From an optimization exercise on the open Yosys and OpenROAD flow, aimed at small area, a short achievable clock period and few clock cycles; shortcuts taken in it are not production practice.
No functional check of the RTL was part of any run shown here.
Power figures rest on the tool's default switching activity, not on a simulated workload.

==> config.mk <==
export PLATFORM = sky130hd
export DESIGN_NAME = stackmat_core
export DESIGN_NICKNAME = stackmat_core
export VERILOG_FILES = /design/flow/design.v
export SDC_FILE = /design/flow/constraint.sdc
export NUM_CORES = 4
export LEC_CHECK = 0
export CAP_MARGIN = 20
export CORE_MARGIN = 2
export CORE_UTILIZATION = 40
export SLEW_MARGIN = 20
==> constraint.sdc <==
create_clock -name core_clock -period 17.0 [get_ports {clk}]
set_input_delay 3.4000 -clock core_clock [delete_from_list [all_inputs] [get_ports {clk}]]
set_output_delay 3.4000 -clock core_clock [all_outputs]
set_load 0.01 [all_outputs]
==> design.v <==
module stackmat_core (
    input  wire        clk,
    input  wire        rst,
    input  wire        cmd_valid,
    output wire        cmd_ready,
    input  wire [79:0] cmd,
    output wire        rsp_valid,
    output wire [7:0]  rsp_status,
    output wire        rsp_flag,
    output wire [63:0] rsp_val,
    output wire [7:0]  rsp_len,
    output wire        dat_valid,
    output wire [7:0]  dat_byte,
    output wire        tx_valid,
    output wire [3:0]  tx_len,
    output wire [71:0] tx_data,
    input  wire        tx_ack,
    input  wire        tx_err,
    input  wire [7:0]  tx_n
);
    localparam [7:0] OP_FMT   = 8'h01;
    localparam [7:0] OP_CONV  = 8'h02;
    localparam [7:0] OP_CSUM  = 8'h03;
    localparam [7:0] OP_MARK  = 8'h04;
    localparam [7:0] OP_ENC   = 8'h05;
    localparam [7:0] OP_RST   = 8'h10;
    localparam [7:0] OP_START = 8'h11;
    localparam [7:0] OP_STOP  = 8'h12;
    localparam [7:0] OP_TICK  = 8'h13;
    localparam [7:0] OP_ENCS  = 8'h14;
    localparam [7:0] OP_SEND  = 8'h20;
    localparam [7:0] OP_RXB   = 8'h21;
    localparam [7:0] OP_RXE   = 8'h22;
    localparam [7:0] OP_RD    = 8'h30;
    localparam [3:0] E_IDLE  = 4'd0;
    localparam [3:0] E_DIV   = 4'd1;
    localparam [3:0] E_WGO   = 4'd2;    
    localparam [3:0] E_PDIG  = 4'd3;    
    localparam [3:0] E_WRSP  = 4'd4;    
    localparam [3:0] E_SENDQ = 4'd5;    
    localparam [3:0] E_FPAD  = 4'd6;    
    localparam [3:0] E_FDIG  = 4'd7;    
    localparam [3:0] E_STOPF = 4'd8;    
    localparam [2:0] J_TICK  = 3'd0;
    localparam [2:0] J_ENC   = 3'd1;
    localparam [2:0] J_ENCS  = 3'd2;
    localparam [2:0] J_RD3   = 3'd3;
    localparam [2:0] J_FLUSH = 3'd4;
    localparam [2:0] J_RD6   = 3'd5;
    localparam [2:0] D_TICK = 3'd0;
    localparam [2:0] D_STOP = 3'd1;
    localparam [2:0] D_CONV = 3'd2;
    localparam [2:0] D_ENC  = 3'd3;
    localparam [1:0] P_DIV = 2'd0;
    localparam [1:0] P_ENC = 2'd1;
    localparam [1:0] P_REG = 2'd2;
    localparam V_V8    = 0;
    localparam V_START = 1;
    localparam V_FLD   = 2;
    localparam V_CONV  = 3;
    localparam V_TXOFF = 4;
    localparam V_NQ    = 5;
    function [7:0] marker;
        input [1:0] st;
        begin
            case (st)
                2'd0:    marker = 8'h00;
                2'd1:    marker = 8'h49;
                2'd2:    marker = 8'h20;
                default: marker = 8'h53;
            endcase
        end
    endfunction
    function hold_op;
        input [7:0] o;
        begin
            hold_op = (o == OP_FMT) || (o == OP_CONV) || (o == OP_ENC) ||
                      (o == OP_STOP) || (o == OP_TICK);
        end
    endfunction
    function [2:0] mod5_4;
        input [3:0] n;
        begin
            mod5_4 = (n >= 4'd10) ? n - 4'd10 : (n >= 4'd5) ? n - 4'd5 : n[2:0];
        end
    endfunction
    function [2:0] add5;
        input [2:0] x;
        input [2:0] y;
        reg   [3:0] t;
        begin
            t = {1'b0, x} + {1'b0, y};
            add5 = (t >= 4'd5) ? t - 4'd5 : t[2:0];
        end
    endfunction
    function [3:0] crt10;
        input [2:0] r;
        input       p;
        begin
            crt10 = (r[0] ^ p) ? {1'b0, r} + 4'd5 : {1'b0, r};
        end
    endfunction
    function [3:0] mod10_8;
        input [7:0] v;
        begin
            mod10_8 = crt10(add5(mod5_4(v[7:4]), mod5_4(v[3:0])), v[0]);
        end
    endfunction
    function [7:0] dig60;
        input [5:0] v;
        reg   [2:0] t;
        begin
            t = (v >= 6'd50) ? 3'd5 : (v >= 6'd40) ? 3'd4 : (v >= 6'd30) ? 3'd3 :
                (v >= 6'd20) ? 3'd2 : (v >= 6'd10) ? 3'd1 : 3'd0;
            dig60 = {1'b0, t, crt10(add5({1'b0, v[5:4]}, mod5_4(v[3:0])), v[0])};
        end
    endfunction
    function [4:0] dstep10;
        input [3:0] r;
        input       d;
        reg         q;
        reg   [2:0] h;
        begin
            q = r[3] | (r[2] & (r[1] | r[0]));
            h = {r[3] & r[0], r[3] ? ~r[0] : (r[1] & r[0]), ~r[0]};
            dstep10 = {q, q ? h : r[2:0], d};
        end
    endfunction
    function [6:0] dstep60;
        input [5:0] r;
        input       d;
        reg         q;
        reg   [4:0] h;
        begin
            q = r[5] | (r[4] & r[3] & r[2] & r[1]);
            h = r[5] ? (r[4:0] + 5'd2) : {4'd0, r[0]};
            dstep60 = {q, q ? h : r[4:0], d};
        end
    endfunction
    reg [1:0]  state_q;
    reg [63:0] start_q;
    reg [7:0]  min_q;
    reg [5:0]  sec_q;       
    reg [11:0] ms_bcd;      
    reg [1:0]  pk_mk;       
    reg [23:0] pk_d;        
    reg [5:0]  pk_sum;      
    reg [9:0]  toh;         
    reg [63:0] cap_q;
    reg [3:0]  caplen_q;
    wire [3:0] txoff = {toh[8] | toh[9],
                        toh[4] | toh[5] | toh[6] | toh[7],
                        toh[2] | toh[3] | toh[6] | toh[7],
                        toh[1] | toh[3] | toh[5] | toh[7] | toh[9]};
    function [7:0] pktbyte;
        input [4:0] i;
        begin
            case (i)
                5'd0:    pktbyte = marker(pk_mk);
                5'd1:    pktbyte = {4'h3, pk_d[3:0]};
                5'd2:    pktbyte = {4'h3, pk_d[7:4]};
                5'd3:    pktbyte = {4'h3, pk_d[11:8]};
                5'd4:    pktbyte = {4'h3, pk_d[15:12]};
                5'd5:    pktbyte = {4'h3, pk_d[19:16]};
                5'd6:    pktbyte = {4'h3, pk_d[23:20]};
                5'd7:    pktbyte = {2'b01, pk_sum};
                5'd8:    pktbyte = 8'h0D;
                default: pktbyte = 8'h00;
            endcase
        end
    endfunction
    reg [79:0] cw;
    reg        cv;
    reg        pd_hold;
    reg        pd_ts;       
    reg        pd_tk;       
    reg        pd_fmt;      
    reg        pd_enc;      
    reg        fsign;       
    reg        frst;        
    reg        rdy_q;       
    reg [3:0]  es;
    reg [2:0]  jk;
    reg [2:0]  dk;
    reg [1:0]  pdsrc;
    reg [4:0]  cnt;         
    reg        dv_busy;     
    reg        dv_done;     
    reg        dv_pf;       
    reg [19:0] fkp;         
    reg [19:0] fkn;         
    wire [19:0] fk = fkp | fkn;
    reg [19:0] fk_nx;
    reg        f_fin;
    reg [3:0]  fd;          
    reg [3:0]  rA;          
    reg [3:0]  rB;          
    reg [3:0]  rC;          
    reg [5:0]  rD;          
    reg [7:0]  m_q;         
    reg [1:0]  p_status;
    reg        p_flag;
    reg [5:0]  p_vsel;
    reg [7:0]  v8_q;
    reg        o_strm;
    reg        o_src;       
    reg [7:0]  o_rem;
    reg [3:0]  o_idx;
    reg [3:0]  o_len;
    reg        o_flag;
    reg [2:0]  pq_cnt;
    reg        send_pend;
    reg        rsp_valid_q;
    reg [1:0]  rsp_status_q;
    reg        rsp_flag_q;
    reg [7:0]  rsp_len_q;
    reg [63:0] rv_q;
    reg        dat_valid_q;
    reg [7:0]  dat_byte_q;
    reg        tx_valid_q;
    reg        s_ld;        
    reg [71:0] sp_q;        
    reg [3:0]  tl_q;        
    reg        ack_q;
    reg        err_q;
    reg [7:0]  n_q;
    reg        sink_busy;
    reg        sink_err;
    wire [7:0]  op = cw[79:72];
    wire [7:0]  b  = cw[71:64];
    wire [63:0] a  = cw[63:0];
    wire a_z_hi  = ~|a[63:48];
    wire a_z_mid = ~|a[47:32];
    wire a_z_lo  = ~|a[31:0];
    wire a_z     = a_z_hi & a_z_mid & a_z_lo;
    wire b_z     = ~|b;
    reg legal;
    always @(*) begin
        case (op)
            OP_FMT:   legal = 1'b1;
            OP_CONV,
            OP_START,
            OP_STOP,
            OP_TICK:  legal = b_z;
            OP_CSUM:  legal = b_z & a_z_hi;
            OP_MARK:  legal = ~|b[7:2] & a_z;
            OP_ENC:   legal = ~|b[7:2] & a_z_hi & a_z_mid;
            OP_RST,
            OP_ENCS,
            OP_SEND:  legal = b_z & a_z;
            OP_RXB,
            OP_RXE:   legal = a_z;
            OP_RD:    legal = ~|b[7:3] & a_z & (b[2:0] != 3'd7);
            default:  legal = 1'b0;
        endcase
    end
    wire is_ts  = (op == OP_TICK) || (op == OP_STOP);
    wire is_fmt = (op == OP_FMT);
    wire is_enc = (op == OP_ENC);
    wire [7:0] csum = a[47:40] + a[39:32] + a[31:24] + a[23:16] + a[15:8] + a[7:0]
                    + 8'd32;
    localparam [1279:0] P10 = {64'h8ac7230489e80000, 64'hde0b6b3a7640000, 64'h16345785d8a0000, 64'h2386f26fc10000, 64'h38d7ea4c68000, 64'h5af3107a4000, 64'h9184e72a000, 64'he8d4a51000, 64'h174876e800, 64'h2540be400, 64'h3b9aca00, 64'h5f5e100, 64'h989680, 64'hf4240, 64'h186a0, 64'h2710, 64'h3e8, 64'h64, 64'ha, 64'h1};
    reg  [63:0] ftab;
    integer     fti, ftk;
    always @(*) begin
        ftab = 64'd0;
        for (ftk = 0; ftk < 20; ftk = ftk + 1)
            for (fti = 0; fti < 64; fti = fti + 1)
                ftab[fti] = ftab[fti] | (P10[64*ftk + fti] ? fkp[ftk] : fkn[ftk]);
    end
    wire [64:0] ad_a = {fsign, a};
    wire [64:0] ad_b = {pd_ts | (|fkn), ({64{pd_ts}} & ~start_q) | ftab};
    wire        ad_ci = pd_ts | (|fkn);
    reg  [64:0] ad_g, ad_p, ad_G, ad_P, ad_gn, ad_pn;
    integer     adi, adl;
    always @(*) begin
        ad_g = ad_a & ad_b;
        ad_p = ad_a ^ ad_b;
        ad_G = ad_g;
        ad_P = ad_p;
        ad_G[0] = ad_g[0] | (ad_p[0] & ad_ci);
        for (adl = 1; adl < 128; adl = adl * 2) begin
            ad_gn = ad_G;
            ad_pn = ad_P;
            for (adi = 0; adi < 65; adi = adi + 1)
                if ((adi / adl) % 2 == 1) begin
                    ad_gn[adi] = ad_G[adi] | (ad_P[adi] & ad_G[(adi / adl) * adl - 1]);
                    ad_pn[adi] = ad_P[adi] & ad_P[(adi / adl) * adl - 1];
                end
            ad_G = ad_gn;
            ad_P = ad_pn;
        end
    end
    wire [64:0] sub = ad_p ^ {ad_G[63:0], ad_ci};
    wire [63:0] s     = sub[63:0];
    wire        s_neg = sub[64];
    wire [35:0] sk_a = a[63:28];
    wire [35:0] sk_b = {36{pd_ts}} & start_q[63:28];
    wire [35:0] sk_nb = ~sk_b;
    wire sk_b28  = pd_ts & ~ad_G[27];    
    wire sk_z0   = (sk_a == sk_b);
    wire sk_z1   = ((sk_a ^ sk_nb) == {(sk_a[34:0] | sk_nb[34:0]), 1'b0});
    wire opt36   = sk_b28 ? sk_z1 : sk_z0;
    wire [63:0] s_load = pd_enc ? {s[23:0], 32'd0, s[31:24]} :
                         opt36  ? {s[27:0], 36'd0} : s;
    wire [4:0]  cnt_load = pd_enc ? 5'd6 : (opt36 ? 5'd7 : 5'd16);
    wire [3:0]  din = a[63:60];
    wire        a_z_16  = ~|a[31:16];
    wire [19:0] fmt_k0  = (a_z_hi & a_z_mid) ? (a_z_16 ? 20'h00010 : 20'h00200) : 20'h80000;
    wire [7:0]  fmt_n0  = (a_z_hi & a_z_mid) ? (a_z_16 ? 8'd5 : 8'd10) : 8'd20;
    reg  [19:0] fk_out;
    integer     fki;
    always @(*) for (fki = 0; fki < 20; fki = fki + 1) fk_out[fki] = (b > fki);
    reg [3:0]  st_a, st_b, st_c;
    reg [5:0]  st_d;
    reg [3:0]  st_q;
    reg [4:0]  st_xa, st_xb, st_xc;
    reg [6:0]  st_xd;
    integer    si;
    always @(*) begin
        st_a = rA;
        st_b = rB;
        st_c = rC;
        st_d = rD;
        st_q = 4'd0;
        for (si = 0; si < 4; si = si + 1) begin
            st_xa = dstep10(st_a, din[3-si]);
            st_a  = st_xa[3:0];
            st_xb = dstep10(st_b, st_xa[4]);
            st_b  = st_xb[3:0];
            st_xc = dstep10(st_c, st_xb[4]);
            st_c  = st_xc[3:0];
            st_xd = dstep60(st_d, st_xc[4]);
            st_d  = st_xd[5:0];
            st_q[3-si] = st_xd[6];
        end
    end
    wire [11:0] msb_src = p_vsel[V_FLD] ? ms_bcd : {rA, rB, rC};
    wire [9:0]  ms_bin  = {msb_src[3:0], 6'd0} + {msb_src[3:0], 5'd0} + {msb_src[3:0], 2'd0}
                        + {msb_src[7:4], 3'd0} + {msb_src[7:4], 1'b0} + msb_src[11:8];
    reg [7:0] bm;
    reg [5:0] bs;
    always @(*) begin
        case (pdsrc)
            P_DIV:   begin bm = m_q;      bs = rD;    end
            P_ENC:   begin bm = a[31:24]; bs = rD;    end
            default: begin bm = min_q;    bs = sec_q; end
        endcase
    end
    wire [3:0]  dg_m1 = mod10_8(bm);
    wire [7:0]  dg_s6 = dig60(bs);
    wire [7:0]  dg_m  = {4'd0, dg_m1};
    wire [7:0]  dg_s  = (pdsrc == P_ENC) ? m_q : dg_s6;
    wire [11:0] dg_ms = (pdsrc == P_REG) ? ms_bcd : {rA, rB, rC};
    wire [23:0] new_d = {dg_ms, dg_s[3:0], dg_s[7:4], dg_m[3:0]};
    wire [5:0]  pk_dsum = {2'b00, pk_d[3:0]} + {2'b00, pk_d[7:4]} + {2'b00, pk_d[11:8]}
                        + {2'b00, pk_d[15:12]} + {2'b00, pk_d[19:16]} + {2'b00, pk_d[23:20]};
    wire out_idle = !o_strm && !send_pend && (pq_cnt == 3'd0);
    wire out_last = o_strm    ? ((o_rem == 8'd0) && !send_pend && (pq_cnt == 3'd0)) :
                    send_pend ? (!sink_busy && (pq_cnt == 3'd0)) :
                                (pq_cnt <= 3'd1);
    wire pq_pop   = !o_strm && !send_pend && (pq_cnt != 3'd0);
    assign cmd_ready  = rdy_q;
    assign rsp_valid  = rsp_valid_q;
    assign rsp_status = {6'd0, rsp_status_q};
    assign rsp_flag   = rsp_flag_q;
    assign rsp_len    = rsp_len_q;
    assign rsp_val    = rv_q;
    wire [63:0] p_val = ({64{p_vsel[V_START]}} & start_q)
                      | ({64{p_vsel[V_FLD]}}   & {32'd0, min_q, 2'b00, sec_q, 6'd0, ms_bin})
                      | ({64{p_vsel[V_CONV]}}  & {32'd0, m_q, 2'b00, rD, 6'd0, ms_bin})
                      | {56'd0, ({8{p_vsel[V_V8]}}    & v8_q)
                              | ({8{p_vsel[V_TXOFF]}} & {4'd0, txoff})};
    assign dat_valid  = dat_valid_q;
    assign dat_byte   = dat_byte_q;
    assign tx_valid   = tx_valid_q;
    assign tx_len     = tl_q;
    wire [71:0] pkv = {8'h0D, 2'b01, pk_sum,
                       4'h3, pk_d[23:20], 4'h3, pk_d[19:16], 4'h3, pk_d[15:12],
                       4'h3, pk_d[11:8], 4'h3, pk_d[7:4], 4'h3, pk_d[3:0],
                       marker(pk_mk)};
    reg [71:0] txd;
    integer    ti, tk;
    always @(*) begin
        txd = 72'd0;
        for (ti = 0; ti < 9; ti = ti + 1)
            for (tk = 0; tk < 9; tk = tk + 1)
                if (ti + tk < 9)
                    txd[8*ti +: 8] = txd[8*ti +: 8] | ({8{toh[tk]}} & pkv[8*(ti+tk) +: 8]);
    end
    assign tx_data = sp_q;
    reg push;
    reg kick;
    reg [3:0] es_n;
    reg       cv_n;
    reg       pdh_n;
    task null_rsp;
        begin
            if (pq_cnt == 3'd7) begin
                p_status <= 2'd0;
                p_flag   <= 1'b0;
                p_vsel   <= 6'd0;
                es_n       = E_WRSP;
            end else begin
                push = 1'b1;
            end
        end
    endtask
    task div_load;
        begin
            cw[63:0] <= s_load;
            cnt      <= cnt_load;
            rA       <= 4'd0;
            rB       <= 4'd0;
            rC       <= 4'd0;
            rD       <= 6'd0;
            m_q      <= 8'd0;
            dv_busy  <= 1'b1;
        end
    endtask
    task div_finish;
        begin
            dv_done <= 1'b0;
            dv_pf   <= 1'b0;
            case (dk)
                D_TICK: begin
                    cv_n = 1'b0;
                    if (out_last) begin
                        go_pkt(2'd2, P_DIV);
                    end else begin
                        jk <= J_TICK;
                        es_n = E_WGO;
                    end
                end
                D_ENC: begin
                    if (out_last) begin
                        go_pkt(b[1:0], P_ENC);
                    end else begin
                        jk <= J_ENC;
                        es_n = E_WGO;
                    end
                end
                D_STOP: begin
                    cv_n = 1'b0;
                    es_n = E_STOPF;
                end
                default: begin   
                    cv_n     = 1'b0;
                    p_status <= 2'd0;
                    p_flag   <= 1'b0;
                    p_vsel   <= 6'd1 << V_CONV;
                    es_n     = E_WRSP;
                end
            endcase
        end
    endtask
    task go_pkt;
        input [1:0] mk;
        input [1:0] src;
        begin
            o_strm <= 1'b1;
            o_idx  <= 4'd0;
            o_src  <= 1'b0;
            o_rem  <= 8'd8;
            o_len  <= 4'd9;
            o_flag <= 1'b0;
            pk_mk  <= mk;
            pdsrc  <= src;
            es_n     = E_PDIG;
        end
    endtask
    always @(posedge clk) begin
        push  = 1'b0;
        kick  = 1'b0;
        es_n  = es;
        cv_n  = cv;
        pdh_n = pd_hold;
        if (cmd_ready) begin
            cw      <= cmd;
            pdh_n = hold_op(cmd[79:72]);
            pd_ts   <= (cmd[79:72] == OP_TICK) || (cmd[79:72] == OP_STOP);
            pd_tk   <= (cmd[79:72] == OP_TICK);
            pd_fmt  <= (cmd[79:72] == OP_FMT);
            pd_enc  <= (cmd[79:72] == OP_ENC);
        end
        rsp_valid_q <= 1'b0;
        dat_valid_q <= 1'b0;
        if (o_strm) begin
            dat_valid_q <= 1'b1;
            dat_byte_q  <= o_src ? cap_q[o_idx[2:0]*8 +: 8] : pktbyte({1'b0, o_idx});
            if (o_rem == 8'd0) begin
                rsp_valid_q  <= 1'b1;
                rsp_status_q <= 2'd0;
                rsp_flag_q   <= o_flag;
                rsp_len_q    <= {4'd0, o_len};
                rv_q         <= 64'd0;
                o_strm       <= 1'b0;
            end else begin
                o_rem <= o_rem - 8'd1;
                o_idx <= o_idx + 4'd1;
            end
        end else if (send_pend) begin
            if (!sink_busy) begin
                rsp_valid_q  <= 1'b1;
                rsp_status_q <= {1'b0, sink_err};
                rsp_flag_q   <= 1'b0;
                rsp_len_q    <= 8'd0;
                rv_q         <= {56'd0, sink_err ? n_q : 8'd0};
                send_pend    <= 1'b0;
            end
        end else if (pq_cnt != 3'd0) begin
            rsp_valid_q  <= 1'b1;
            rsp_status_q <= 2'd0;
            rsp_flag_q   <= 1'b0;
            rsp_len_q    <= 8'd0;
            rv_q         <= 64'd0;
        end
        pk_sum <= pk_dsum;
        ack_q <= tx_valid_q & tx_ack;
        err_q <= tx_err;
        if (tx_valid_q) n_q <= tx_n;
        if (tx_valid_q && tx_ack) tx_valid_q <= 1'b0;
        if (ack_q) begin
            if (err_q) begin
                sink_busy <= 1'b0;
                sink_err  <= 1'b1;
            end else if (n_q >= {4'd0, 4'd9 - txoff}) begin
                toh       <= 10'd1 << 9;
                sink_busy <= 1'b0;
                sink_err  <= 1'b0;
            end else begin
                toh        <= 10'd1 << (txoff + n_q[3:0]);
                s_ld       <= 1'b1;
            end
        end
        if (s_ld) begin
            sp_q       <= txd;
            tl_q       <= 4'd9 - txoff;
            tx_valid_q <= 1'b1;
            s_ld       <= 1'b0;
        end
        case (es)
            E_IDLE: begin
                if (cv) begin
                    if (!legal) begin
                        p_status <= 2'd3;
                        p_flag   <= 1'b0;
                        p_vsel   <= 6'd0;
                        es_n       = E_WRSP;
                        if (pd_hold) cv_n = 1'b0;
                    end else begin
                        case (op)
                            OP_FMT: begin
                                if (out_idle) begin
                                    if (b_z) begin
                                        null_rsp;
                                        cv_n = 1'b0;
                                    end else begin
                                        fkp <= 20'd0;
                                        fkn <= fmt_k0;
                                        fd  <= 4'd0;
                                        rv_q         <= 64'd0;
                                        rsp_status_q <= 2'd0;
                                        rsp_flag_q   <= 1'b0;
                                        rsp_len_q    <= b;
                                        if (b > fmt_n0) begin
                                            o_rem <= b - fmt_n0;
                                            es_n  = E_FPAD;
                                        end else begin
                                            es_n = E_FDIG;
                                        end
                                    end
                                end
                            end
                            OP_CONV, OP_TICK, OP_ENC: begin
                                if (dv_pf) begin
                                    if (dv_done) div_finish;
                                    else         es_n = E_DIV;
                                end else begin
                                    div_load;
                                    dk   <= (op == OP_CONV) ? D_CONV : (op == OP_TICK) ? D_TICK : D_ENC;
                                    es_n = E_DIV;
                                end
                            end
                            OP_STOP: begin
                                if (state_q == 2'd2) begin
                                    div_load;
                                    dk   <= D_STOP;
                                    es_n = E_DIV;
                                end else begin
                                    null_rsp;
                                    cv_n = 1'b0;
                                end
                            end
                            OP_CSUM: begin
                                v8_q     <= csum;
                                p_status <= 2'd0;
                                p_flag   <= 1'b0;
                                p_vsel   <= 6'd1 << V_V8;
                                es_n       = E_WRSP;
                            end
                            OP_MARK: begin
                                v8_q     <= marker(b[1:0]);
                                p_status <= 2'd0;
                                p_flag   <= 1'b0;
                                p_vsel   <= 6'd1 << V_V8;
                                es_n       = E_WRSP;
                            end
                            OP_RST: begin
                                state_q  <= 2'd1;
                                min_q    <= 8'd0;
                                sec_q    <= 6'd0;
                                ms_bcd   <= 12'd0;
                                p_status <= 2'd0;
                                p_flag   <= 1'b1;
                                p_vsel   <= 6'd0;
                                es_n       = E_WRSP;
                            end
                            OP_START: begin
                                if (state_q == 2'd1) begin
                                    start_q  <= a;
                                    state_q  <= 2'd2;
                                    p_status <= 2'd0;
                                    p_flag   <= 1'b1;
                                    p_vsel   <= 6'd0;
                                    es_n       = E_WRSP;
                                end else begin
                                    null_rsp;
                                end
                            end
                            OP_ENCS: begin
                                jk <= J_ENCS;
                                es_n = E_WGO;
                            end
                            OP_SEND: begin
                                if (!send_pend && (pq_cnt == 3'd0))
                                    kick = 1'b1;
                                else
                                    es_n = E_SENDQ;
                            end
                            OP_RXB: begin
                                if (b_z || (b == 8'h0D) || (caplen_q == 4'd8)) begin
                                    if (caplen_q == 4'd0) begin
                                        p_status <= 2'd0;
                                        p_flag   <= 1'b1;
                                        p_vsel   <= 6'd0;
                                        es_n       = E_WRSP;
                                    end else begin
                                        jk <= J_FLUSH;
                                        es_n = E_WGO;
                                    end
                                end else begin
                                    cap_q[caplen_q[2:0]*8 +: 8] <= b;
                                    caplen_q <= caplen_q + 4'd1;
                                    null_rsp;
                                end
                            end
                            OP_RXE: begin
                                v8_q     <= b;
                                p_status <= 2'd2;
                                p_flag   <= 1'b0;
                                p_vsel   <= 6'd1 << V_V8;
                                es_n       = E_WRSP;
                            end
                            default: begin   
                                p_status <= 2'd0;
                                p_flag   <= 1'b0;
                                case (b[2:0])
                                    3'd0: begin
                                        v8_q   <= {6'd0, state_q};
                                        p_vsel <= 6'd1 << V_V8;
                                        es_n     = E_WRSP;
                                    end
                                    3'd1: begin
                                        p_vsel <= 6'd1 << V_START;
                                        es_n     = E_WRSP;
                                    end
                                    3'd2: begin
                                        p_vsel <= 6'd1 << V_FLD;
                                        es_n     = E_WRSP;
                                    end
                                    3'd3: begin
                                        jk <= J_RD3;
                                        es_n = E_WGO;
                                    end
                                    3'd4: begin
                                        p_vsel <= 6'd1 << V_TXOFF;
                                        es_n     = E_WRSP;
                                    end
                                    3'd5: begin
                                        v8_q   <= {4'd0, caplen_q};
                                        p_vsel <= 6'd1 << V_V8;
                                        es_n     = E_WRSP;
                                    end
                                    default: begin
                                        if (caplen_q == 4'd0) begin
                                            null_rsp;
                                        end else begin
                                            jk <= J_RD6;
                                            es_n = E_WGO;
                                        end
                                    end
                                endcase
                            end
                        endcase
                    end
                end
            end
            E_DIV: begin
                if (dv_done || (dv_busy && (cnt == 5'd1))) div_finish;
            end
            E_WGO: begin
                if (out_last) begin
                    o_strm <= 1'b1;
                    o_idx  <= 4'd0;
                    case (jk)
                        J_FLUSH, J_RD6: begin
                            o_src    <= 1'b1;
                            o_rem    <= {4'd0, caplen_q} - 8'd1;
                            o_len    <= caplen_q;
                            o_flag   <= (jk == J_FLUSH);
                            if (jk == J_FLUSH) caplen_q <= 4'd0;
                            es_n       = E_IDLE;
                        end
                        J_TICK: go_pkt(2'd2, P_DIV);
                        J_ENC:  go_pkt(b[1:0], P_ENC);
                        J_ENCS: go_pkt(state_q, P_REG);
                        default: begin   
                            o_src  <= 1'b0;
                            o_rem  <= 8'd8;
                            o_len  <= 4'd9;
                            o_flag <= 1'b0;
                            es_n     = E_IDLE;
                        end
                    endcase
                end
            end
            E_PDIG: begin
                pk_d   <= new_d;
                if (pdsrc == P_ENC) cv_n = 1'b0;
                es_n = E_IDLE;
            end
            E_WRSP: begin
                if (out_idle) begin
                    rsp_valid_q  <= 1'b1;
                    rsp_status_q <= p_status;
                    rsp_flag_q   <= p_flag;
                    rsp_len_q    <= 8'd0;
                    rv_q         <= p_val;
                    es_n           = E_IDLE;
                end
            end
            E_SENDQ: begin
                if (!send_pend && (pq_cnt == 3'd0)) begin
                    kick = 1'b1;
                    es_n = E_IDLE;
                end
            end
            E_STOPF: begin
                min_q    <= m_q;
                sec_q    <= rD;
                ms_bcd   <= {rA, rB, rC};
                state_q  <= 2'd3;
                p_status <= 2'd0;
                p_flag   <= 1'b1;
                p_vsel   <= 6'd0;
                es_n       = E_WRSP;
            end
            E_FPAD: begin
                dat_valid_q <= 1'b1;
                dat_byte_q  <= 8'h30;
                o_rem       <= o_rem - 8'd1;
                if (o_rem == 8'd1) es_n = E_FDIG;
            end
            E_FDIG: begin
                cw[63:0] <= s;
                fsign    <= s_neg;
                fk_nx    = fk;
                f_fin    = 1'b0;
                if (frst) begin
                    frst  <= 1'b0;
                    fk_nx = fk >> 1;
                end else if (s_neg == fsign) begin
                    fd <= fd + 4'd1;
                end else begin
                    if (|(fk & fk_out)) begin
                        dat_valid_q <= 1'b1;
                        dat_byte_q  <= {4'h3, fsign ? (4'd9 - fd) : fd};
                    end
                    fd <= 4'd0;
                    if (fk[0]) begin
                        rsp_valid_q <= 1'b1;
                        cv_n        = 1'b0;
                        f_fin       = 1'b1;
                        es_n        = E_IDLE;
                    end else if (!fsign && (fd == 4'd0)) begin
                        frst <= 1'b1;
                    end else begin
                        fk_nx = fk >> 1;
                    end
                end
                if (f_fin) begin
                    fsign <= 1'b0;
                    fkp   <= 20'd0;
                    fkn   <= 20'd0;
                end else begin
                    fkp <= s_neg ? fk_nx : 20'd0;
                    fkn <= s_neg ? 20'd0 : fk_nx;
                end
            end
            default: es_n = E_IDLE;
        endcase
        if (dv_busy) begin
            cw[63:0] <= {a[59:0], 4'd0};
            rA       <= st_a;
            rB       <= st_b;
            rC       <= st_c;
            rD       <= st_d;
            if (dk != D_ENC) m_q <= {m_q[3:0], st_q};
            cnt      <= cnt - 5'd1;
            if ((dk == D_ENC) && (cnt == 5'd5)) begin
                m_q <= {st_b, st_a};
                rA  <= 4'd0;
                rB  <= 4'd0;
                rC  <= 4'd0;
                rD  <= 6'd0;
            end
            if (cnt == 5'd1) begin
                dv_busy <= 1'b0;
                if (es != E_DIV) dv_done <= 1'b1;
            end
        end else if (cv && pd_tk && b_z && !dv_done &&
                     (((es == E_WGO) && (jk != J_TICK) && (jk != J_ENC)) ||
                      ((es == E_WRSP) && !p_vsel[V_CONV]) ||
                      (es == E_SENDQ))) begin
            div_load;
            dk    <= D_TICK;
            dv_pf <= 1'b1;
        end
        if (cmd_ready) cv_n = cmd_valid;
        if (kick) begin
            toh        <= 10'd1;
            s_ld       <= 1'b1;
            sink_busy  <= 1'b1;
            send_pend  <= 1'b1;
        end
        pq_cnt <= pq_cnt + {2'd0, push} - {2'd0, pq_pop};
        if (rst) begin
            cv_n          = 1'b0;
            fsign       <= 1'b0;
            frst        <= 1'b0;
            fkp         <= 20'd0;
            fkn         <= 20'd0;
            dv_busy     <= 1'b0;
            dv_done     <= 1'b0;
            dv_pf       <= 1'b0;
            es_n          = E_IDLE;
            o_strm      <= 1'b0;
            pq_cnt      <= 3'd0;
            send_pend   <= 1'b0;
            rsp_valid_q <= 1'b0;
            dat_valid_q <= 1'b0;
            tx_valid_q  <= 1'b0;
            s_ld        <= 1'b0;
            ack_q       <= 1'b0;
            sink_busy   <= 1'b0;
            state_q     <= 2'd1;
            start_q     <= 64'd0;
            min_q       <= 8'd0;
            sec_q       <= 6'd0;
            ms_bcd      <= 12'd0;
            pk_mk       <= 2'd1;
            pk_d        <= 24'd0;
            pk_sum      <= 6'd0;
            toh         <= 10'd1;
            caplen_q    <= 4'd0;
        end
        es      <= es_n;
        cv      <= cv_n;
        pd_hold <= pdh_n;
        rdy_q   <= !cv_n || ((es_n == E_IDLE) && !pdh_n);
    end
endmodule
==> run.sh <==
#!/bin/bash
# synth_recipe.tcl (not shown) runs the flow's synth.tcl, then flattens the netlist and writes it again
# the make line also repeats each setting of config.mk as NAME=value (left out here)
make -C /OpenROAD-flow-scripts/flow DESIGN_CONFIG=/design/flow/config.mk WORK_HOME=/design/flow/orfs CLKGATE_MAP_FILE= SYNTH_SCRIPT=/design/flow/synth_recipe.tcl finish
==> impl_metrics.env, run 1 <==
export IMPL_finalSetupTns_ps=0
export IMPL_dp_hpwl_mm=125
export IMPL_row_count=114
export IMPL_drive_gt1_share_pct=6.88
export IMPL_antenna_found_initial=9
export IMPL_final_setup_skew_ps=36.8
export IMPL_detailroute_via_count=37500
export IMPL_grt_pass1_wl_mm=239
export IMPL_whs_ps=450
export IMPL_synthArstFlopShare_pct=0
export IMPL_die_area_sq_um=99400
export IMPL_clock_sinks=578
export IMPL_fin_nets=4859
export IMPL_reg2reg_from="fkn[1]"
export IMPL_grt_pass1_vias=34200
export IMPL_final_cell_area_sq_um=44700
export IMPL_dr_pass1_iters=9
export IMPL_crit_end="fkp[11]"
export IMPL_io_pin_count=262
export IMPL_mappedNetlistArea_sq_um=38800
export IMPL_dr_first_iter_drc_count=5115
export IMPL_dp_slack_ps=9580
export IMPL_path_depth=20
export IMPL_worst_path_max_delay_cell="o41ai_1"
export IMPL_nFillCells=9387
export IMPL_rsz0062_at_grt="no"
export IMPL_cap_violations=0
export IMPL_cp_end_kind="flip-flop"
export IMPL_crit_required_ps=17550
export IMPL_yosys_cell_types_count=105
export IMPL_static_leakage_power_nw=17.6
export IMPL_synth_edf_count=206
export IMPL_grt_overflow=0
export IMPL_cp_num_buf_inv=1
export IMPL_crit_chain="nor3_1, nand2_1, or3_1, or3_1, nor2_1, nand3_1, nor3_1, o21ai_0, ha_1, nand2_1, o21ai_0, o41ai_1, o21ai_0, a31o_2, or3_1, nand3_1, a31o_1, buf_4, mux2_2, a22o_1"
export IMPL_ys_warn_count=1
export IMPL_synth_ff_type="dfxtp_1"
export IMPL_maxSlewHeadroom_pct=16.0
export IMPL_synth_area_per_cell_sq_um=8.78
export IMPL_grt_start_max_net_pins=124
export IMPL_regArea_sq_um=13600
export IMPL_drc=0
export IMPL_ant_nets=0
export IMPL_r2r_worst_path_cells=20
export IMPL_clockRootBuffer="clkbuf_16"
export IMPL_coreArea_sq_um=96400
export IMPL_syn2layout_area_growth_pct=15.3
export IMPL_viasPerCell=6.40
export IMPL_track_usage_pct=32.3
export IMPL_peakVddDrop_v=0.0000807
export IMPL_gp_congestion=1.01
export IMPL_period_needed_ps=7620
export IMPL_fin_crit_sh_pct=44.8
export IMPL_clockBufferDepth=3
export IMPL_setup_ws_ps=9380
export IMPL_wirelength_mm=165
export IMPL_clk_pin_slew_ps=60
export IMPL_worst_slew_pin_slew_ps=1240
export IMPL_max_freq_mhz=131
export IMPL_crit_family="simple AND/OR/NAND/NOR gates"
export IMPL_wl_per_cell_um=28.3
export IMPL_cts_max_level=3
export IMPL_start_kind="flip-flop"
export IMPL_ys_seq_area_share_pct=35.2
export IMPL_die_h_um=315
export IMPL_netlist_instances=4418
export IMPL_cp_data_arrival_time_ps=8170
export IMPL_clock_insertion_delay_worst_skew_ps=670
export IMPL_r2r_slack_ps=9380
export IMPL_cts_hold_buffers=0
export IMPL_post_cts_buffers=0
export IMPL_finalMaxSlewViolations=0
export IMPL_final_cell_mix="446 x nand2_1, 369 x dfxtp_1, 352 x nor2_1, 279 x a21oi_1, 241 x clkdlybuf4s50_1"
export IMPL_hold_viol_final=0
export IMPL_slowest_delay_ps=590
export IMPL_status="finished clean"
export IMPL_startpoint="fkn[1]"
export IMPL_ys_seq_elements=578
export IMPL_hold_path_class="reg2reg"
export IMPL_cts_buffers=71
export IMPL_multiInputGateArea_sq_um=23300
export IMPL_post_cts_resized=0
export IMPL_crit_fanout=16
export IMPL_power_density_nw_per_um2=95.3
export IMPL_placed_area_sq_um=42200
export IMPL_cts_tree="built"
export IMPL_setup_viol=0
export IMPL_criticalPathCategory="reg2reg"
export IMPL_start_util_pct=40.2
export IMPL_regToRegEndpoint="fkp[11]"
export IMPL_die_x_um=315
export IMPL_final_common_cell="nand2_1"
export IMPL_port_buffers=242
[synth_stat cells, drive strengths merged, types with 36 or more instances]
cell    number  area, sq um
nand2      447         1680
dfxtp      372         7450
nor2       356         1340
a21oi      280         1400
clkbuf     241          906
o21ai      221         1110
edfxtp     206         6190
inv        190          713
ha         187         2340
a22o       153         1340
mux2i      116         1170
nand3      110          551
nor3       105          537
xnor2       90          788
a22oi       83          623
nor4        71          465
and2        67          419
buf         67          370
xor2        64          561
fa          62         1240
o221ai      54          473
nor2b       51          319
a21o        50          383
nand2b      50          313
nand4       50          313
a211oi      42          315
mux2        39          443
and3        38          238
a222oi      37          370
a31oi       37          238
o22ai       36          225
[cell type report]
cell class	count	share of cell area (%)
multi-input combinational	3357	52.1
sequential	578	30.5
timing repair buffer	316	6.70
inverter	193	1.62
tap	1276	3.57
antenna	1	0.00560
clock buffer	91	4.34
clock inverter	41	1.16
[layer usage]
metal  global-route usage [%]  up-vias  wire length [um]
li1                         -    16700                 -
met1                     47.1    18400             71800
met2                     47.1     2137             69800
met3                     6.66      295             17900
met4                     11.4        8              5970
met5                        0        -                56
[worst register-to-register path: stages (launching register included)]
cell,delay [ps]
dfxtp_1,370
nor3_1,550
nand2_1,280
or3_1,530
or3_1,410
nor2_1,520
nand3_1,230
nor3_1,370
o21ai_0,190
ha_1,390
nand2_1,80
o21ai_0,80
o41ai_1,590
o21ai_0,290
a31o_2,290
or3_1,360
nand3_1,500
a31o_1,590
buf_4,370
mux2_2,370
a22o_1,180
[worst min-delay path by stage]
stage / startpoint / end / slack, ps / cells past startpoint
6_report: rv_q[16] / rv_q[16] / 450 / 2
5_1_grt: rv_q[27] / rv_q[27] / 470 / 2
4_1_cts: rv_q[20] / rv_q[20] / 460 / 2
3_5_place_dp: rv_q[20] / rv_q[20] / 440 / 2
3_3_place_gp: rv_q[16] / rv_q[16] / 440 / 2
2_1_floorplan: toh[6] / tx_data[14] / 410 / 0
[where the power goes]
group | switching [W] | leakage [nW] | total (W) | internal, W
Clock | 0.000674 | 1.20 | 0.00162 | 0.000944
Sequential | 0.0000971 | 4.74 | 0.00157 | 0.00148
Combinational | 0.000675 | 11.7 | 0.00107 | 0.000392
Total | 0.00145 | 17.6 | 0.00426 | 0.00281
[through the flow]
| stage | utilization (%) | std cells | total power (W) |
|---|---|---|---|
| 2_1_floorplan | - | 4436 | 0.00220 |
| 3_3_place_gp | 43.8 | 5719 | 0.00262 |
| 3_5_place_dp | 43.8 | 5719 | 0.00263 |
| 4_1_cts | 46.4 | 5851 | 0.00424 |
| 5_1_grt | 46.4 | 5852 | 0.00441 |
| 6_report | 46.4 | 5853 | 0.00426 |
[state kept, by name (all words and copies together) (netlist names), 10 cells and up]
| name | count |
|---|---|
| cap_q | 64 |
| cw | 80 |
| fkn | 20 |
| fkp | 20 |
| ms_bcd | 12 |
| pk_d | 24 |
| rv_q | 64 |
| start_q | 64 |
| toh | 10 |
| tx_data | 56 |
[logic make-up (layout without fill, tap and decap cells)]
kind of cell | count (synthesis) | count (layout) | share of synthesized area [%]
flip-flops | 578 | 578 | 35.2
multiplexers | 171 | 171 | 5.10
buffers and inverters | 501 | 641 | 5.16
other | 1 | 20 | 0.00967
AO/OA/AOI/OAI | 1289 | 1289 | 23.5
AND/OR/NAND/NOR | 1473 | 1473 | 18.3
adder cells (fa/ha/maj) | 251 | 251 | 9.29
XOR/XNOR | 154 | 154 | 3.48
==> run 2: changes to the inputs <==
--- a/design.v
+++ b/design.v
@@ -180,2 +180,4 @@
     reg        frst;        
+    reg        fph;         
+    reg        sn_q;        
     reg        rdy_q;       
@@ -775,6 +777,9 @@
             E_FDIG: begin
+                fph    <= ~fph;
+                sn_q   <= s_neg;
+                fk_nx  = fk;
+                f_fin  = 1'b0;
+                if (fph) begin
                 cw[63:0] <= s;
-                fsign    <= s_neg;
-                fk_nx    = fk;
-                f_fin    = 1'b0;
+                fsign    <= sn_q;
                 if (frst) begin
@@ -782,3 +787,3 @@
                     fk_nx = fk >> 1;
-                end else if (s_neg == fsign) begin
+                end else if (sn_q == fsign) begin
                     fd <= fd + 4'd1;
@@ -806,4 +811,5 @@
                 end else begin
-                    fkp <= s_neg ? fk_nx : 20'd0;
-                    fkn <= s_neg ? 20'd0 : fk_nx;
+                    fkp <= sn_q ? fk_nx : 20'd0;
+                    fkn <= sn_q ? 20'd0 : fk_nx;
+                end
                 end
@@ -853,2 +859,3 @@
             fkn         <= 20'd0;
+            fph         <= 1'b0;
             dv_busy     <= 1'b0;
==> run 2 against run 1 <==
Against the previous run: still clean; maximum frequency increased by 4.3%; global-route usage decreased by 1.7 points; register-to-register slack improved by 320 ps; flip-flop and latch count increased by 2; via count decreased by 2.5%; sequential share of layout area increased by 0.49 points; design area decreased by 1.2%.
==> impl_metrics.env, run 2 <==
export IMPL_ys_seq_area_share_pct=35.5
export IMPL_cts_hold_buffers=0
export IMPL_setup_viol=0
export IMPL_fin_nets=4880
export IMPL_ys_top_cells_by_count="463 x nand2_1, 392 x nor2_1, 373 x dfxtp_1"
export IMPL_io_pin_count=262
export IMPL_static_leakage_power_nw=17.3
export IMPL_clk_pin_slew_ps=60
export IMPL_hold_viol_final=0
export IMPL_cts_tree="built"
export IMPL_post_cts_buffers=0
export IMPL_peakVddDrop_v=0.0000702
export IMPL_final_setup_skew_ps=30.8
export IMPL_r2r_worst_path_cells=20
export IMPL_post_cts_resized=0
export IMPL_cp_data_arrival_time_ps=7860
export IMPL_netlist_instances=4462
export IMPL_top_register="cw"
export IMPL_ant_nets=0
export IMPL_rsz0062_at_grt="no"
export IMPL_port_buffers=242
export IMPL_start_util_pct=40.5
export IMPL_drc=0
export IMPL_viasPerCell=6.24
export IMPL_grt_start_max_net_pins=70
export IMPL_final_common_cell="nand2_1"
export IMPL_gp_congestion=1.03
export IMPL_cts_buffers=71
export IMPL_criticalPathCategory="reg2reg"
export IMPL_yosysTopAreaCell="dfxtp_1"
export IMPL_yosys_cell_types_count=108
export IMPL_cp_end_kind="flip-flop"
export IMPL_whs_ps=459
export IMPL_hold_path_class="reg2reg"
export IMPL_wl_per_cell_um=26.6
export IMPL_final_cell_mix="461 x nand2_1, 388 x nor2_1, 369 x dfxtp_1, 328 x a21oi_1, 241 x clkdlybuf4s50_1"
export IMPL_synth_edf_count=207
export IMPL_die_h_um=314
export IMPL_fin_crit_sh_pct=42.9
export IMPL_status="finished clean"
export IMPL_clock_sinks=580
export IMPL_period_needed_ps=7300
export IMPL_synthArstFlopShare_pct=0
export IMPL_track_usage_pct=30.7
export IMPL_wirelength_mm=156
export IMPL_finalSetupTns_ps=0
export IMPL_coreArea_sq_um=95200
export IMPL_power_internal_w=0.00271
export IMPL_clock_insertion_delay_worst_skew_ps=660
export IMPL_grt_pass1_wl_mm=228
export IMPL_synth_ff_type="dfxtp_1"
export IMPL_crit_fanout=29
export IMPL_clockRootBuffer="clkbuf_16"
export IMPL_dr_pass1_iters=7
export IMPL_largest_reg_flops=80
export IMPL_ys_top_cells_by_area="dfxtp_1 19%, edfxtp_1 16%, ha_1 6.2%"
export IMPL_p_switching_w=0.00126
export IMPL_row_count=113
export IMPL_synth_area_per_cell_sq_um=8.63
export IMPL_switching_share_pct=31.8
export IMPL_cap_violations=0
export IMPL_die_area_sq_um=98800
export IMPL_grt_pass1_vias=33900
export IMPL_ys_seq_elements=580
export IMPL_dp_hpwl_mm=116
export IMPL_die_x_um=314
export IMPL_p_comb_share_pct=20.8
export IMPL_clockBufferDepth=3
export IMPL_syn2layout_area_growth_pct=14.7
export IMPL_grt_overflow=0
export IMPL_power_frac_clock_pct=40.0
export IMPL_worst_slew_pin_slew_ps=1130
export IMPL_power_density_nw_per_um2=90.0
export IMPL_crit_required_ps=17560
export IMPL_yosysMostFrequentCell="nand2_1"
export IMPL_cts_max_level=3
export IMPL_whs_path_depth=2
export IMPL_dr_first_iter_drc_count=4523
export IMPL_ys_warn_count=1
export IMPL_netlist_area_leader_share_pct=19.4
export IMPL_max_freq_mhz=137
export IMPL_mappedNetlistArea_sq_um=38500
export IMPL_maxSlewHeadroom_pct=24.2
export IMPL_antenna_found_initial=2
export IMPL_finalMaxSlewViolations=0
export IMPL_drive_gt1_share_pct=6.36
export IMPL_pwr_share_seq_pct=39.1
export IMPL_detailroute_via_count=36500
export IMPL_start_kind="flip-flop"
-- run 2: changes by cell type in the layout (fill, tap and decap cells not counted), sizes merged, moves of 18 or more --
| cell | change |
|---|---|
| nor3 | +34 |
| xor2 | -20 |
| a21oi | +50 |
| o21ai | +28 |
| nor2b | -18 |
| nand2 | +20 |
| mux2i | -18 |
| xnor2 | +37 |
| nor2 | +37 |
| a22o | -27 |
-- run 2: power groups by stage --
stage               clock network, W  logic, W  registers [W]
floorplan                          0  0.000504        0.00154
global placement                   0  0.000795        0.00158
detailed placement                 0  0.000796        0.00158
CTS                          0.00161  0.000802        0.00155
global route                 0.00166  0.000886        0.00156
finish                       0.00159  0.000828        0.00155
-- run 2: path summary, 6_finish.rpt --
path	start	to	slack [ps]
worst max-delay path	fkn[1]	cw[16]	9700
worst min-delay path	rv_q[17]	rv_q[17]	460
worst min register to register	rv_q[17]	rv_q[17]	460
worst max register to register	fkn[1]	cw[16]	9700
-- run 2: metal layers --
layer	share of wire, %	up-vias	track usage, %
met5	0	-	0
met4	3.9	0	11.4
met3	9.5	299	6.40
met2	44	1992	46.6
met1	43	17700	42.8
li1	-	16600	-
-- run 2: cell families (layout without fill, tap and decap cells) --
group	count (synthesis)	after routing	share of synthesized area, %
other	1	20	0.00974
and+or+nand+nor	1493	1493	18.2
buffers and inverters	525	636	5.56
adders and majority gates	254	254	9.46
AOI/OAI and AO/OA	1295	1295	22.9
muxes	143	143	4.38
xor gates and xnor gates	171	171	3.91
DFF	580	580	35.5
-- run 2: stage by stage --
stage | instances | cell area (sq um) | utilization, % | total power [W] | setup WS, ps
2_1_floorplan | 4480 | 38600 | - | 0.00204 | 11650
3_3_place_gp | 5724 | 41700 | 43.9 | 0.00238 | 10060
3_5_place_dp | 5724 | 41700 | 43.9 | 0.00238 | 9990
4_1_cts | 5854 | 44100 | 46.4 | 0.00396 | 9980
5_1_grt | 5856 | 44200 | 46.4 | 0.00410 | 9500
6_report | 5857 | 44200 | 46.4 | 0.00397 | 9700
-- run 2: worst max-delay path, cell delays in order (launching register included) --
cell	delay [ps]
dfxtp_1	360
or3_1	460
or4_1	560
or3_1	400
or3_1	420
nor4_1	730
o211ai_1	230
ha_1	410
a21oi_1	240
o21ai_0	130
a221o_1	390
o211a_1	300
o21ai_2	270
a41o_1	210
o21a_1	160
buf_4	340
nand2_1	640
nor2_1	400
nor2_1	70
buf_4	270
o221ai_1	200
-- run 2: final cells by class --
type / count / area (sq um)
antenna: 1 / 2.50
clock buffer: 96 / 1990
clock inverter: 34 / 413
fill: 9264 / 51000
inverter: 194 / 728
multi-input combinational: 3375 / 22800
sequential: 580 / 13700
tap: 1265 / 1580
timing repair buffer: 312 / 2970
==> run 3: changes to the inputs <==
--- a/design.v
+++ b/design.v
@@ -83,3 +83,5 @@
         begin
-            mod5_4 = (n >= 4'd10) ? n - 4'd10 : (n >= 4'd5) ? n - 4'd5 : n[2:0];
+            mod5_4 = {(n == 4'd4) | (n == 4'd9) | (n == 4'd14),
+                      (n == 4'd2) | (n == 4'd3) | (n == 4'd7) | (n == 4'd8) | (n == 4'd12) | (n == 4'd13),
+                      (n == 4'd1) | (n == 4'd3) | (n == 4'd6) | (n == 4'd8) | (n == 4'd11) | (n == 4'd13)};
         end
@@ -89,6 +91,8 @@
         input [2:0] y;
-        reg   [3:0] t;
+        reg   [5:0] xy;
         begin
-            t = {1'b0, x} + {1'b0, y};
-            add5 = (t >= 4'd5) ? t - 4'd5 : t[2:0];
+            xy   = {x, y};
+            add5 = {(xy == 6'd4) | (xy == 6'd11) | (xy == 6'd18) | (xy == 6'd25) | (xy == 6'd32),
+                    (xy == 6'd2) | (xy == 6'd3) | (xy == 6'd9) | (xy == 6'd10) | (xy == 6'd16) | (xy == 6'd17) | (xy == 6'd24) | (xy == 6'd28) | (xy == 6'd35) | (xy == 6'd36),
+                    (xy == 6'd1) | (xy == 6'd3) | (xy == 6'd8) | (xy == 6'd10) | (xy == 6'd17) | (xy == 6'd20) | (xy == 6'd24) | (xy == 6'd27) | (xy == 6'd34) | (xy == 6'd36)};
         end
@@ -98,4 +102,9 @@
         input       p;
+        reg   [3:0] rp;
         begin
-            crt10 = (r[0] ^ p) ? {1'b0, r} + 4'd5 : {1'b0, r};
+            rp    = {r, p};
+            crt10 = {(rp == 4'd6) | (rp == 4'd9),
+                     (rp == 4'd1) | (rp == 4'd2) | (rp == 4'd5) | (rp == 4'd8),
+                     (rp == 4'd2) | (rp == 4'd4) | (rp == 4'd5) | (rp == 4'd7),
+                     (rp == 4'd1) | (rp == 4'd3) | (rp == 4'd5) | (rp == 4'd7) | (rp == 4'd9)};
         end
@@ -191,5 +200,3 @@
     reg        dv_pf;       
-    reg [19:0] fkp;         
-    reg [19:0] fkn;         
-    wire [19:0] fk = fkp | fkn;
+    reg [19:0] fk;          
     reg [19:0] fk_nx;
@@ -230,2 +237,4 @@
     reg        sink_err;
+    wire [3:0] tx_off = ack_q ? (txoff + n_q[3:0]) : txoff;
+    wire [9:0] tx_oh  = 10'd1 << tx_off;
     wire [7:0]  op = cw[79:72];
@@ -264,13 +273,16 @@
     localparam [1279:0] P10 = {64'h8ac7230489e80000, 64'hde0b6b3a7640000, 64'h16345785d8a0000, 64'h2386f26fc10000, 64'h38d7ea4c68000, 64'h5af3107a4000, 64'h9184e72a000, 64'he8d4a51000, 64'h174876e800, 64'h2540be400, 64'h3b9aca00, 64'h5f5e100, 64'h989680, 64'hf4240, 64'h186a0, 64'h2710, 64'h3e8, 64'h64, 64'ha, 64'h1};
-    reg  [63:0] ftab;
-    integer     fti, ftk;
-    always @(*) begin
-        ftab = 64'd0;
-        for (ftk = 0; ftk < 20; ftk = ftk + 1)
-            for (fti = 0; fti < 64; fti = fti + 1)
-                ftab[fti] = ftab[fti] | (P10[64*ftk + fti] ? fkp[ftk] : fkn[ftk]);
-    end
+    function [63:0] pow10oh;
+        input [19:0] k;
+        integer pi, pk;
+        begin
+            pow10oh = 64'd0;
+            for (pk = 0; pk < 20; pk = pk + 1)
+                for (pi = 0; pi < 64; pi = pi + 1)
+                    if (P10[64*pk + pi]) pow10oh[pi] = pow10oh[pi] | k[pk];
+        end
+    endfunction
+    wire        f_sub = pd_fmt & ~fsign;
     wire [64:0] ad_a = {fsign, a};
-    wire [64:0] ad_b = {pd_ts | (|fkn), ({64{pd_ts}} & ~start_q) | ftab};
-    wire        ad_ci = pd_ts | (|fkn);
+    wire [64:0] ad_b = {pd_ts | f_sub, ({64{pd_ts}} & ~start_q) | ({64{pd_fmt}} & rv_q)};
+    wire        ad_ci = pd_ts | f_sub;
     reg  [64:0] ad_g, ad_p, ad_G, ad_P, ad_gn, ad_pn;
@@ -364,2 +376,4 @@
     wire pq_pop   = !o_strm && !send_pend && (pq_cnt != 3'd0);
+    wire [2:0] pq_inc = pq_cnt + 3'd1;
+    wire [2:0] pq_dec = pq_cnt - 3'd1;
     assign cmd_ready  = rdy_q;
@@ -390,3 +404,3 @@
                 if (ti + tk < 9)
-                    txd[8*ti +: 8] = txd[8*ti +: 8] | ({8{toh[tk]}} & pkv[8*(ti+tk) +: 8]);
+                    txd[8*ti +: 8] = txd[8*ti +: 8] | ({8{tx_oh[tk]}} & pkv[8*(ti+tk) +: 8]);
     end
@@ -533,4 +547,6 @@
             end else begin
-                toh        <= 10'd1 << (txoff + n_q[3:0]);
-                s_ld       <= 1'b1;
+                toh        <= tx_oh;
+                sp_q       <= txd;
+                tl_q       <= 4'd9 - tx_off;
+                tx_valid_q <= 1'b1;
             end
@@ -539,3 +555,3 @@
             sp_q       <= txd;
-            tl_q       <= 4'd9 - txoff;
+            tl_q       <= 4'd9 - tx_off;
             tx_valid_q <= 1'b1;
@@ -560,6 +576,5 @@
                                     end else begin
-                                        fkp <= 20'd0;
-                                        fkn <= fmt_k0;
+                                        fk  <= fmt_k0;
                                         fd  <= 4'd0;
-                                        rv_q         <= 64'd0;
+                                        rv_q         <= ~pow10oh(fmt_k0);
                                         rsp_status_q <= 2'd0;
@@ -808,7 +823,7 @@
                     fsign <= 1'b0;
-                    fkp   <= 20'd0;
-                    fkn   <= 20'd0;
+                    fk    <= 20'd0;
+                    rv_q  <= 64'd0;
                 end else begin
-                    fkp <= sn_q ? fk_nx : 20'd0;
-                    fkn <= sn_q ? 20'd0 : fk_nx;
+                    fk    <= fk_nx;
+                    rv_q  <= sn_q ? pow10oh(fk_nx) : ~pow10oh(fk_nx);
                 end
@@ -852,3 +867,4 @@
         end
-        pq_cnt <= pq_cnt + {2'd0, push} - {2'd0, pq_pop};
+        if (push && !pq_pop)      pq_cnt <= pq_inc;
+        else if (!push && pq_pop) pq_cnt <= pq_dec;
         if (rst) begin
@@ -857,4 +873,3 @@
             frst        <= 1'b0;
-            fkp         <= 20'd0;
-            fkn         <= 20'd0;
+            fk          <= 20'd0;
             fph         <= 1'b0;
==> run 3 against run 2 <==
Against the previous run: largest power group is now sequential cells; hold slack gained 11 ps; critical path type unchanged; non-clock buffer count is 21 higher; highest routed layer is now met5; final cell count increased by 4.7%; clock skew about the same; power rose by 0.44%.
==> impl_metrics.env, run 3 <==
export IMPL_status="finished clean"
export IMPL_top_register="cw"
export IMPL_die_h_um=318
export IMPL_final_cell_area_sq_um=45100
export IMPL_grt_pass1_wl_mm=256
export IMPL_static_leakage_power_nw=17.5
export IMPL_grt_pass1_vias=36500
export IMPL_ys_seq_area_share_pct=33.8
export IMPL_grt_start_max_net_pins=98
export IMPL_rsz0062_at_grt="no"
export IMPL_reg2reg_from="pd_ts"
export IMPL_period_needed_ps=6710
export IMPL_synth_edf_count=208
export IMPL_mappedNetlistArea_sq_um=39400
export IMPL_power_density_nw_per_um2=88.5
export IMPL_netlist_area_leader_share_pct=17.9
export IMPL_dp_cells=6004
export IMPL_cts_hold_buffers=0
export IMPL_clock_sinks=560
export IMPL_p_comb_share_pct=23.0
export IMPL_wl_per_cell_um=29.0
export IMPL_syn2layout_area_growth_pct=14.6
export IMPL_pwr_share_seq_pct=38.5
export IMPL_final_setup_skew_ps=30.4
export IMPL_switching_share_pct=34.1
export IMPL_post_cts_resized=0
export IMPL_max_freq_mhz=149
export IMPL_cts_buffers=68
export IMPL_setup_viol=0
export IMPL_crit_fanout=50
export IMPL_final_common_cell="nand2_1"
export IMPL_r2r_slack_ps=10290
export IMPL_fin_cells=6135
export IMPL_r2r_worst_path_cells=17
export IMPL_cap_violations=0
export IMPL_cp_data_arrival_time_ps=7190
export IMPL_port_buffers=242
export IMPL_post_cts_buffers=0
export IMPL_ant_nets=0
export IMPL_ys_warn_count=1
export IMPL_gp_congestion=1.02
export IMPL_placed_area_sq_um=42800
export IMPL_clock_insertion_delay_worst_skew_ps=650
export IMPL_cts_max_level=3
export IMPL_dp_hpwl_mm=134
export IMPL_yosysTopAreaCell="dfxtp_1"
export IMPL_hold_start="dat_byte_q[7]"
export IMPL_ys_seq_elements=560
export IMPL_clockBufferDepth=3
export IMPL_hold_path_endpoint="dat_byte_q[7]"
export IMPL_hold_path_class="reg2reg"
export IMPL_finalMaxSlewViolations=0
export IMPL_worst_slew_pin_slew_ps=1210
export IMPL_power_frac_clock_pct=38.5
export IMPL_ys_top_cells_by_area="dfxtp_1 18%, edfxtp_1 16%, nand2_1 5.8%"
export IMPL_synth_ff_type="dfxtp_1"
export IMPL_cp_end_kind="flip-flop"
export IMPL_die_x_um=318
export IMPL_grt_overflow=0
export IMPL_regToRegEndpoint="cw[54]"
export IMPL_crit_required_ps=17490
export IMPL_io_pin_count=262
export IMPL_yosys_cell_types_count=99
export IMPL_whs_path_depth=2
export IMPL_power_internal_w=0.00263
export IMPL_yosysMostFrequentCell="nand2_1"
export IMPL_track_usage_pct=33.9
export IMPL_antenna_found_initial=6
export IMPL_dr_first_iter_drc_count=5772
export IMPL_synth_area_per_cell_sq_um=8.37
export IMPL_ys_top_cells_by_count="610 x nand2_1, 413 x nor2_1, 356 x a21oi_1"
export IMPL_fin_nets=5112
export IMPL_maxSlewHeadroom_pct=19.6
export IMPL_drive_gt1_share_pct=6.65
export IMPL_detailroute_via_count=39900
export IMPL_coreArea_sq_um=98000
export IMPL_criticalPathCategory="reg2reg"
export IMPL_start_kind="flip-flop"
export IMPL_hold_viol_final=0
export IMPL_clockRootBuffer="clkbuf_16"
export IMPL_cts_tree="built"
export IMPL_synthArstFlopShare_pct=0
export IMPL_total_power_w=0.00399
export IMPL_peakVddDrop_v=0.0000693
export IMPL_nFillCells=9511
export IMPL_row_count=115
export IMPL_fin_crit_sh_pct=39.4
export IMPL_dr_pass1_iters=10
export IMPL_p_switching_w=0.00136
export IMPL_finalSetupTns_ps=0
export IMPL_largest_reg_flops=80
export IMPL_viasPerCell=6.50
export IMPL_die_area_sq_um=101000
export IMPL_drc=0
export IMPL_clk_pin_slew_ps=60
export IMPL_wirelength_mm=178
export IMPL_netlist_instances=4703
export IMPL_start_util_pct=40.2
export IMPL_final_cell_mix="610 x nand2_1, 408 x nor2_1, 356 x a21oi_1, 349 x dfxtp_1, 296 x o21ai_0"
==> run 3: how the worst max path moves through the flow <==
stage               cells past startpoint           to  slack, ps    from
floorplan                              12  caplen_q[2]      12060  cw[69]
global placement                       17       cw[54]      10260   pd_ts
detailed placement                     17       cw[54]      10200   pd_ts
CTS                                    17       cw[54]      10160   pd_ts
global route                           17       cw[54]      10000   pd_ts
finish                                 17       cw[54]      10290   pd_ts
==> run 3: power groups by stage <==
stage / clock (W) / sequential, W / combinational, W
floorplan: 0 / 0.00150 / 0.000551
global placement: 0 / 0.00156 / 0.000877
detailed placement: 0 / 0.00156 / 0.000881
CTS: 0.00154 / 0.00153 / 0.000885
global route: 0.00159 / 0.00154 / 0.000967
finish: 0.00153 / 0.00154 / 0.000920
==> run 3: metal layers <==
layer / routed length, um / vias to the layer above / track usage, %
met2: 73900 / 2572 / 49.5
li1: - / 17500 / -
met5: 12 / - / 0
met4: 10200 / 2 / 16.5
met1: 73800 / 19300 / 46.8
met3: 20200 / 493 / 8.25
==> run 3: final cells by class <==
cell class / instances / area [sq um] / share of cell area [%]
clock inverters: 44 / 464 / 1.03
repair buffers: 333 / 3110 / 6.89
inverters: 161 / 604 / 1.34
well taps: 1287 / 1610 / 3.57
clock buffers: 82 / 1830 / 4.05
flip-flops and latches: 560 / 13300 / 29.5
diodes: 3 / 7.51 / 0.0166
multi-input cells: 3665 / 24200 / 53.6
==> run 3: critical path: stages (launching register included) <==
cell and delay (ps):
edfxtp_1 350, buf_4 270, inv_1 320, buf_4 480, o21ai_0 210, fa_1 440
fa_1 440, a211oi_1 270, o21ai_0 250, o311ai_2 660, a211oi_1 220, nor4_2 460
nor2_2 50, buf_4 230, nand2_1 660, nor2_2 190, nor2_2 720, o221ai_1 250
==> run 3: logic make-up (layout without fill, tap and decap cells) <==
logic type      after synthesis  in the layout  share of synthesized area, %
buf+inv                     496            620                          5.17
other cells                   1             22                       0.00952
compound gates             1451           1451                          24.8
xor+xnor                    210            210                          4.67
fa+ha+maj                   232            232                          8.48
mux                         152            152                          4.46
simple gates               1601           1601                          18.7
flops                       560            560                          33.8
==> run 3: metrics by stage <==
step	hold WS (ps)	worst slack (ps)	utilization, %
after floorplan	423	12060	-
after global placement	458	10260	43.6
after detailed placement	454	10200	43.7
after CTS	472	10160	46.0
after global routing	489	10000	46.0
final	469	10290	46.0

what the ideal ports hide:
In the flow no input, the clock included, has a driving cell. The finished layouts below were timed again as built, in two steps. Step 1 sets driving cells, clkbuf_16 on the clock port and buf_2 on the other inputs (assumed; they add their load-dependent delay and slew). Step 2 adds t to the input delays and takes it off the output delays; t is the mean of the earliest and latest rising clock arrival at the registers after step 1. Input paths then give back, and output paths get back, about the clock's delay inside the block. Three values: ideal, step 1, step 2; two values: the first two.
run	t, ns	setup WS [ns]	worst setup path at the end	clock arrival spread, ns	worst register clock-pin slew, ns
run 1	0.716	9.383 / 9.383 / 9.383	register to register	0.037 / 0.037	0.07 / 0.07
run 2	0.722	9.700 / 9.700 / 9.700	register to register	0.032 / 0.032	0.06 / 0.06
run 3	0.714	10.294 / 10.294 / 10.294	register to register	0.030 / 0.031	0.07 / 0.07
After both steps setup and hold are still met in every run listed.
